Background: an optimization exercise with open tools, aiming at small area. Do not read the settings as production practice. At most, simulation tests tie the RTL to the original design; equivalence was not proved.

==> flow/design.v <==
module ca_core (
    input  wire        clk,
    input  wire        rst,           
    output wire        imem_re,
    output wire [9:0]  imem_addr,
    input  wire [15:0] imem_rdata,
    output wire        dmem_re,
    output wire        dmem_we,
    output wire [15:0] dmem_addr,
    output wire [7:0]  dmem_wdata,
    input  wire [7:0]  dmem_rdata,
    output wire        halted,
    output wire        fault,
    output wire [15:0] fault_pc,
    output wire [15:0] fault_word,
    output wire        eff_valid,
    output wire [15:0] eff_pc,
    output wire        eff_reg_we,
    output wire [5:0]  eff_reg_idx,
    output wire [7:0]  eff_reg_val,
    output wire        eff_mem_we,
    output wire [10:0] eff_mem_addr,
    output wire [7:0]  eff_mem_val,
    output wire        eff_redirect,
    output wire [15:0] eff_target,
    output wire [4:0]  eff_sreg,
    output wire [4:0]  obs_sreg
);
    reg  [255:0] ring0;           
    reg  [255:0] ring1;           
    reg  [4:0]   cnt;             
    reg          clr;             
    reg  [9:0]   pc;
    reg          ovf;             
    reg          bvalid;          
    reg  [7:0]   breg;
    reg          rs5_q;           
    reg          sar_q;           
    reg          sr_z, sr_n, sr_c, sr_v, sr_s;
    wire [15:0] w  = imem_rdata;
    wire [3:0]  op = w[15:12];
    wire [5:0]  rs = w[11:6];
    wire [5:0]  lo = w[5:0];
    wire op_add  = (op == 4'd0);
    wire op_sub  = (op == 4'd1);
    wire op_mul  = (op == 4'd2);
    wire op_movi = (op == 4'd3);
    wire op_beqz = (op == 4'd4);
    wire op_andi = (op == 4'd5);
    wire op_eor  = (op == 4'd6);
    wire op_br   = (op == 4'd7);
    wire op_sal  = (op == 4'd8);
    wire op_sar  = (op == 4'd9);
    wire op_ldr  = (op == 4'd10);
    wire op_str  = (op == 4'd11);
    wire rfmt    = op_add | op_sub | op_mul | op_eor | op_br;
    wire invalid = op[3] & op[2];
    wire endw    = (w == 16'h0000);
    wire [7:0] h0 = clr ? 8'h00 : ring0[7:0];
    wire [7:0] h1 = clr ? 8'h00 : ring1[7:0];
    wire [7:0] a     = rs5_q ? h1 : h0;
    wire [7:0] bhead = lo[5] ? h1 : h0;
    wire       rs_hit = (cnt == rs[4:0]);
    wire       rt_hit = (cnt == lo[4:0]);
    wire       shift  = op_sal | op_sar;
    wire       big    = lo[5] | lo[4] | lo[3];
    wire [7:0] onehot = big ? 8'h00 : (8'h01 << lo[2:0]);
    wire [7:0] bsrc   = rfmt ? (bhead ^ {8{op_sub}}) : shift ? onehot : {lo[5], lo[5], lo};
    wire       bready = !rfmt || rt_hit;
    wire [7:0] b      = breg;
    wire exec = !ovf && !invalid && !endw && rs_hit && bvalid;
    wire [7:0] bx   = b;
    wire [8:0] ac;
    wire [8:0] sum;
    assign ac[0] = op_sub;
    genvar ga;
    generate for (ga = 0; ga < 8; ga = ga + 1) begin : g_add
        assign sum[ga]   = a[ga] ^ bx[ga] ^ ac[ga];
        assign ac[ga + 1] = (a[ga] & bx[ga]) | (ac[ga] & (a[ga] ^ bx[ga]));
    end endgenerate
    assign sum[8] = ac[8];
    wire [7:0] arev  = {a[0], a[1], a[2], a[3], a[4], a[5], a[6], a[7]};
    wire [7:0] fill  = big ? 8'hff : (8'h01 << lo[2:0]) - 8'h01;
    wire [7:0] mx    = sar_q ? arev : a;
    wire [7:0] acc [0:7];
    assign acc[0] = mx & {8{b[0]}};
    genvar gj, gk;
    generate for (gj = 1; gj < 8; gj = gj + 1) begin : g_row
        wire [8:0] c;
        assign c[gj] = 1'b0;
        for (gk = 0; gk < 8; gk = gk + 1) begin : g_col
            if (gk < gj) begin : g_keep
                assign acc[gj][gk] = acc[gj-1][gk];
            end else begin : g_add
                wire x = acc[gj-1][gk];
                wire y = mx[gk-gj] & b[gj];
                assign acc[gj][gk] = x ^ y ^ c[gk];
                assign c[gk+1]     = (x & y) | (c[gk] & (x ^ y));
            end
        end
    end endgenerate
    wire [7:0] prod = acc[7];
    wire [7:0] prs   = prod | (fill & {8{a[7] & op_sar}});
    wire [7:0] srev  = {prs[0], prs[1], prs[2], prs[3], prs[4], prs[5], prs[6], prs[7]};
    reg [7:0] r;
    always @(*) begin
        case (op)
            4'd0, 4'd1: r = sum[7:0];
            4'd2, 4'd8: r = prod;
            4'd5:       r = a & b;
            4'd6:       r = a ^ b;
            4'd9:       r = srev;
            4'd10:      r = dmem_rdata;
            default:    r = b;
        endcase
    end
    wire wr_reg = op_add | op_sub | op_mul | op_movi | op_andi | op_eor |
                  op_sal | op_sar | op_ldr;
    wire wr_zn  = op_add | op_sub | op_mul | op_andi | op_eor | op_sal | op_sar;
    wire wr_cvs = op_add | op_sub;
    wire c_new = op_sub ? !sum[8] : sum[8];
    wire v_new = (a[7] == bx[7]) && (sum[7] != a[7]);
    wire new_z = wr_zn  ? (r == 8'h00)   : sr_z;
    wire new_n = wr_zn  ? r[7]           : sr_n;
    wire new_c = wr_cvs ? c_new          : sr_c;
    wire new_v = wr_cvs ? v_new          : sr_v;
    wire new_s = wr_cvs ? (r[7] ^ v_new) : sr_s;
    wire        taken_beqz = op_beqz && (a == 8'h00);
    wire [5:0]  offs = taken_beqz ? lo : 6'd0;
    wire        neg  = taken_beqz & lo[5];
    wire [16:0] ic;
    wire [15:0] inc;
    wire [15:0] ia = {6'd0, pc};
    wire [15:0] ib = {{10{neg}}, offs};
    assign ic[0] = 1'b1;
    genvar gi;
    generate for (gi = 0; gi < 16; gi = gi + 1) begin : g_inc
        assign inc[gi]    = ia[gi] ^ ib[gi] ^ ic[gi];
        assign ic[gi + 1] = (ia[gi] & ib[gi]) | (ic[gi] & (ia[gi] ^ ib[gi]));
    end endgenerate
    wire        redirect = taken_beqz | op_br;
    wire [15:0] target   = op_br ? {a, b} : inc;
    wire w0 = exec && wr_reg && !rs[5];
    wire w1 = exec && wr_reg &&  rs[5];
    always @(posedge clk) begin
        ring0 <= {(w0 ? r : h0), ring0[255:8]};
        ring1 <= {(w1 ? r : h1), ring1[255:8]};
        if (!bvalid)
            breg <= bsrc;
        rs5_q <= rs[5];
        sar_q <= op_sar;
        if (rst) begin
            cnt    <= 5'd0;
            clr    <= 1'b1;
            pc     <= 10'd0;
            ovf    <= 1'b0;
            bvalid <= 1'b0;
            sr_z   <= 1'b0;
            sr_n   <= 1'b0;
            sr_c   <= 1'b0;
            sr_v   <= 1'b0;
            sr_s   <= 1'b0;
        end else begin
            cnt <= cnt + 5'd1;
            if (cnt == 5'd31)
                clr <= 1'b0;
            bvalid <= !exec && (bvalid || bready);
            if (exec) begin
                sr_z <= new_z;
                sr_n <= new_n;
                sr_c <= new_c;
                sr_v <= new_v;
                sr_s <= new_s;
                pc   <= target[9:0];
                ovf  <= |target[15:10];
            end
        end
    end
    assign imem_re   = 1'b1;
    assign imem_addr = pc;
    assign dmem_re    = 1'b1;
    assign dmem_we    = exec && op_str;
    assign dmem_addr  = {{10{lo[5]}}, lo};
    assign dmem_wdata = a;
    assign halted     = ovf || endw;
    assign fault      = !ovf && invalid;
    assign fault_pc   = {6'd0, pc};
    assign fault_word = w;
    assign eff_valid    = exec;
    assign eff_pc       = {6'd0, pc};
    assign eff_reg_we   = wr_reg;
    assign eff_reg_idx  = rs;
    assign eff_reg_val  = r;
    assign eff_mem_we   = op_str && !lo[5];
    assign eff_mem_addr = {{5{lo[5]}}, lo};
    assign eff_mem_val  = a;
    assign eff_redirect = redirect;
    assign eff_target   = target;
    assign eff_sreg     = {new_c, new_v, new_n, new_s, new_z};
    assign obs_sreg = {sr_c, sr_v, sr_n, sr_s, sr_z};
endmodule
export LEC_CHECK = 0
export ABC_AREA = 1
export CAP_MARGIN = 20
export CORE_MARGIN = 2
export CORE_UTILIZATION = 55
export GPL_TIMING_DRIVEN = 0
export SLEW_MARGIN = 20
create_clock -name core_clock -period 10.0 [get_ports {clk}]
standard.sh (not shown) runs the stock make flow with config.mk's settings and CLKGATE_MAP_FILE= SYNTH_SCRIPT=/design/flow/synth_recipe.tcl, a recipe that flattens the netlist after the stock synthesis.
==> flow/flow/run.sh <==
#!/bin/bash
# The standard layout (standard.sh) with these changes:
#  - synthesis is the standard synthesis except that ABC maps the logic
#    for area with flow/area.abc (flow/synth_area.tcl); registers are mapped
#    exactly as in the standard synthesis,
#  - the netlist's buffers are removed at floorplan (REMOVE_ABC_BUFFERS),
#  - ports are buffered with sky130_fd_sc_hd__buf_1,
#  - clock tree synthesis builds larger sink clusters and adds no dummy loads.
# Every tool's output goes to standard.log (ORFS keeps per-step logs too).
set -uo pipefail
here=$(pwd)
export BUFFER_PORTS_ARGS="-buffer_cell sky130_fd_sc_hd__buf_1"
export REMOVE_ABC_BUFFERS=1
export CTS_ARGS="-sink_clustering_enable -repair_clock_nets -dont_use_dummy_load -buf_list sky130_fd_sc_hd__clkbuf_16 -sink_clustering_size 30 -sink_clustering_max_diameter 100"
export AREA_ABC_SCRIPT="$here/flow/area.abc"
sed "s#SYNTH_SCRIPT=[^ ]*#SYNTH_SCRIPT=$here/flow/synth_area.tcl#" standard.sh > area_standard.sh
if ! grep -q "SYNTH_SCRIPT=$here/flow/synth_area.tcl" area_standard.sh; then
  echo "could not point standard.sh at flow/synth_area.tcl" >&2
  exit 1
fi
bash area_standard.sh > standard.log 2>&1
==> flow/flow/area.abc <==
strash
dch -f
amap
==> flow/flow/synth_area.tcl <==
# The standard synthesis (synth_recipe.tcl), except that ABC maps for
# area with the script in area.abc instead of ORFS's abc_area.script.
proc synth {args} { yosys synth -nofsm -noshare {*}$args }
proc abc {args} {
  set i [lsearch -exact $args -script]
  if {$i >= 0} {
    set args [lreplace $args $i [expr {$i + 1}] -script $::env(AREA_ABC_SCRIPT)]
  }
  yosys abc {*}$args
}
source $::env(SCRIPTS_DIR)/synth.tcl
# left out here: clear keep_hierarchy, flatten, clean up, hide names made inside functions, write 1_2_yosys.v
Edit:
--- a/flow/design.v
+++ b/flow/design.v
@@ -31,14 +31,12 @@
     reg  [4:0]   cnt;             
     reg          clr;             
     reg  [9:0]   pc;
     reg          ovf;             
     reg          bvalid;          
     reg  [7:0]   breg;
-    reg          rs5_q;           
-    reg          sar_q;           
     reg          sr_z, sr_n, sr_c, sr_v, sr_s;
     wire [15:0] w  = imem_rdata;
     wire [3:0]  op = w[15:12];
     wire [5:0]  rs = w[11:6];
     wire [5:0]  lo = w[5:0];
     wire op_add  = (op == 4'd0);
@@ -55,54 +53,55 @@
     wire op_str  = (op == 4'd11);
     wire rfmt    = op_add | op_sub | op_mul | op_eor | op_br;
     wire invalid = op[3] & op[2];
     wire endw    = (w == 16'h0000);
     wire [7:0] h0 = clr ? 8'h00 : ring0[7:0];
     wire [7:0] h1 = clr ? 8'h00 : ring1[7:0];
-    wire [7:0] a     = rs5_q ? h1 : h0;
+    wire [7:0] a     = rs[5] ? h1 : h0;
     wire [7:0] bhead = lo[5] ? h1 : h0;
     wire       rs_hit = (cnt == rs[4:0]);
     wire       rt_hit = (cnt == lo[4:0]);
     wire       shift  = op_sal | op_sar;
     wire       big    = lo[5] | lo[4] | lo[3];
     wire [7:0] onehot = big ? 8'h00 : (8'h01 << lo[2:0]);
-    wire [7:0] bsrc   = rfmt ? (bhead ^ {8{op_sub}}) : shift ? onehot : {lo[5], lo[5], lo};
+    wire [7:0] bsrc   = rfmt ? bhead : shift ? onehot : {lo[5], lo[5], lo};
     wire       bready = !rfmt || rt_hit;
     wire [7:0] b      = breg;
     wire exec = !ovf && !invalid && !endw && rs_hit && bvalid;
-    wire [7:0] bx   = b;
-    wire [8:0] ac;
-    wire [8:0] sum;
-    assign ac[0] = op_sub;
-    genvar ga;
-    generate for (ga = 0; ga < 8; ga = ga + 1) begin : g_add
-        assign sum[ga]   = a[ga] ^ bx[ga] ^ ac[ga];
-        assign ac[ga + 1] = (a[ga] & bx[ga]) | (ac[ga] & (a[ga] ^ bx[ga]));
-    end endgenerate
-    assign sum[8] = ac[8];
+    wire [7:0] bx   = op_sub ? ~b : b;
+    wire [8:0] sum  = {1'b0, a} + {1'b0, bx} + {8'd0, op_sub};
     wire [7:0] arev  = {a[0], a[1], a[2], a[3], a[4], a[5], a[6], a[7]};
     wire [7:0] fill  = big ? 8'hff : (8'h01 << lo[2:0]) - 8'h01;
-    wire [7:0] mx    = sar_q ? arev : a;
-    wire [7:0] acc [0:7];
-    assign acc[0] = mx & {8{b[0]}};
+    wire [7:0] mx    = op_sar ? arev : a;
+    wire [7:0] pp [0:7];
     genvar gj, gk;
+    generate for (gj = 0; gj < 8; gj = gj + 1) begin : g_pp
+        assign pp[gj] = b[gj] ? (mx << gj) : 8'd0;
+    end endgenerate
+    wire [7:0] rs_ [0:7];
+    wire [7:0] rc_ [0:7];
+    assign rs_[0] = pp[0];
+    assign rc_[0] = 8'd0;
     generate for (gj = 1; gj < 8; gj = gj + 1) begin : g_row
-        wire [8:0] c;
-        assign c[gj] = 1'b0;
         for (gk = 0; gk < 8; gk = gk + 1) begin : g_col
-            if (gk < gj) begin : g_keep
-                assign acc[gj][gk] = acc[gj-1][gk];
-            end else begin : g_add
-                wire x = acc[gj-1][gk];
-                wire y = mx[gk-gj] & b[gj];
-                assign acc[gj][gk] = x ^ y ^ c[gk];
-                assign c[gk+1]     = (x & y) | (c[gk] & (x ^ y));
-            end
+            wire x = rs_[gj-1][gk];
+            wire y = pp[gj][gk];
+            wire z = (gk == 0) ? 1'b0 : rc_[gj-1][gk-1];
+            assign rs_[gj][gk] = x ^ y ^ z;
+            assign rc_[gj][gk] = (x & y) | (z & (x ^ y));
         end
     end endgenerate
-    wire [7:0] prod = acc[7];
+    wire [8:0] fc;
+    wire [7:0] prod;
+    assign fc[0] = 1'b0;
+    generate for (gk = 0; gk < 8; gk = gk + 1) begin : g_fin
+        wire x = rs_[7][gk];
+        wire z = (gk == 0) ? 1'b0 : rc_[7][gk-1];
+        assign prod[gk] = x ^ z ^ fc[gk];
+        assign fc[gk+1] = (x & z) | (fc[gk] & (x ^ z));
+    end endgenerate
     wire [7:0] prs   = prod | (fill & {8{a[7] & op_sar}});
     wire [7:0] srev  = {prs[0], prs[1], prs[2], prs[3], prs[4], prs[5], prs[6], prs[7]};
     reg [7:0] r;
     always @(*) begin
         case (op)
             4'd0, 4'd1: r = sum[7:0];
@@ -144,14 +143,12 @@
     wire w1 = exec && wr_reg &&  rs[5];
     always @(posedge clk) begin
         ring0 <= {(w0 ? r : h0), ring0[255:8]};
         ring1 <= {(w1 ? r : h1), ring1[255:8]};
         if (!bvalid)
             breg <= bsrc;
-        rs5_q <= rs[5];
-        sar_q <= op_sar;
         if (rst) begin
             cnt    <= 5'd0;
             clr    <= 1'b1;
             pc     <= 10'd0;
             ovf    <= 1'b0;
             bvalid <= 1'b0;
What happened: Sequential cell count falls by 2. Via count falls by 1.6%. Sequential share of layout area rises by 2.2 points. Hold slack gains 0.042 ns. Setup slack gains 0.050 ns.
No functional check of the RTL was part of the first run of this note.

what the ideal ports hide:
The flow's constraints put no driver on any port. The routed layouts listed below were extracted and timed again, unchanged, in two steps.
Step 1 (the two cells are an assumption about what drives the block):
set clk [get_ports {clk}]
set_driving_cell -lib_cell sky130_fd_sc_hd__clkbuf_16 $clk
set_driving_cell -lib_cell sky130_fd_sc_hd__buf_2 [delete_from_list [all_inputs] $clk]
Step 2 moves the port delays by t, midway between the first and last clock arrival at a register: inputs arrive t later, outputs are due t later. That takes back most of the time a late clock gives input paths.
Three values: ideal ports, drivers, drivers and shift; two values: the first two.
| run | t (ns) | slack for setup (ns) | hold WS [ns] | clock arrival spread, ns | pins driven straight from the clock port |
|---|---|---|---|---|---|
| the first run | 0.561 | 0.284 / 0.258 / 0.258 | 0.260 / 0.260 / 0.260 | 0.057 / 0.058 | 1 |
| the second run | 0.563 | 0.334 / 0.311 / 0.311 | 0.302 / 0.302 / 0.302 | 0.072 / 0.072 | 1 |
After both steps every run listed still meets setup and hold. For the first run, which loses most, drivers alone change the setup slack by -0.026 ns; drivers and shift together by -0.026 ns.
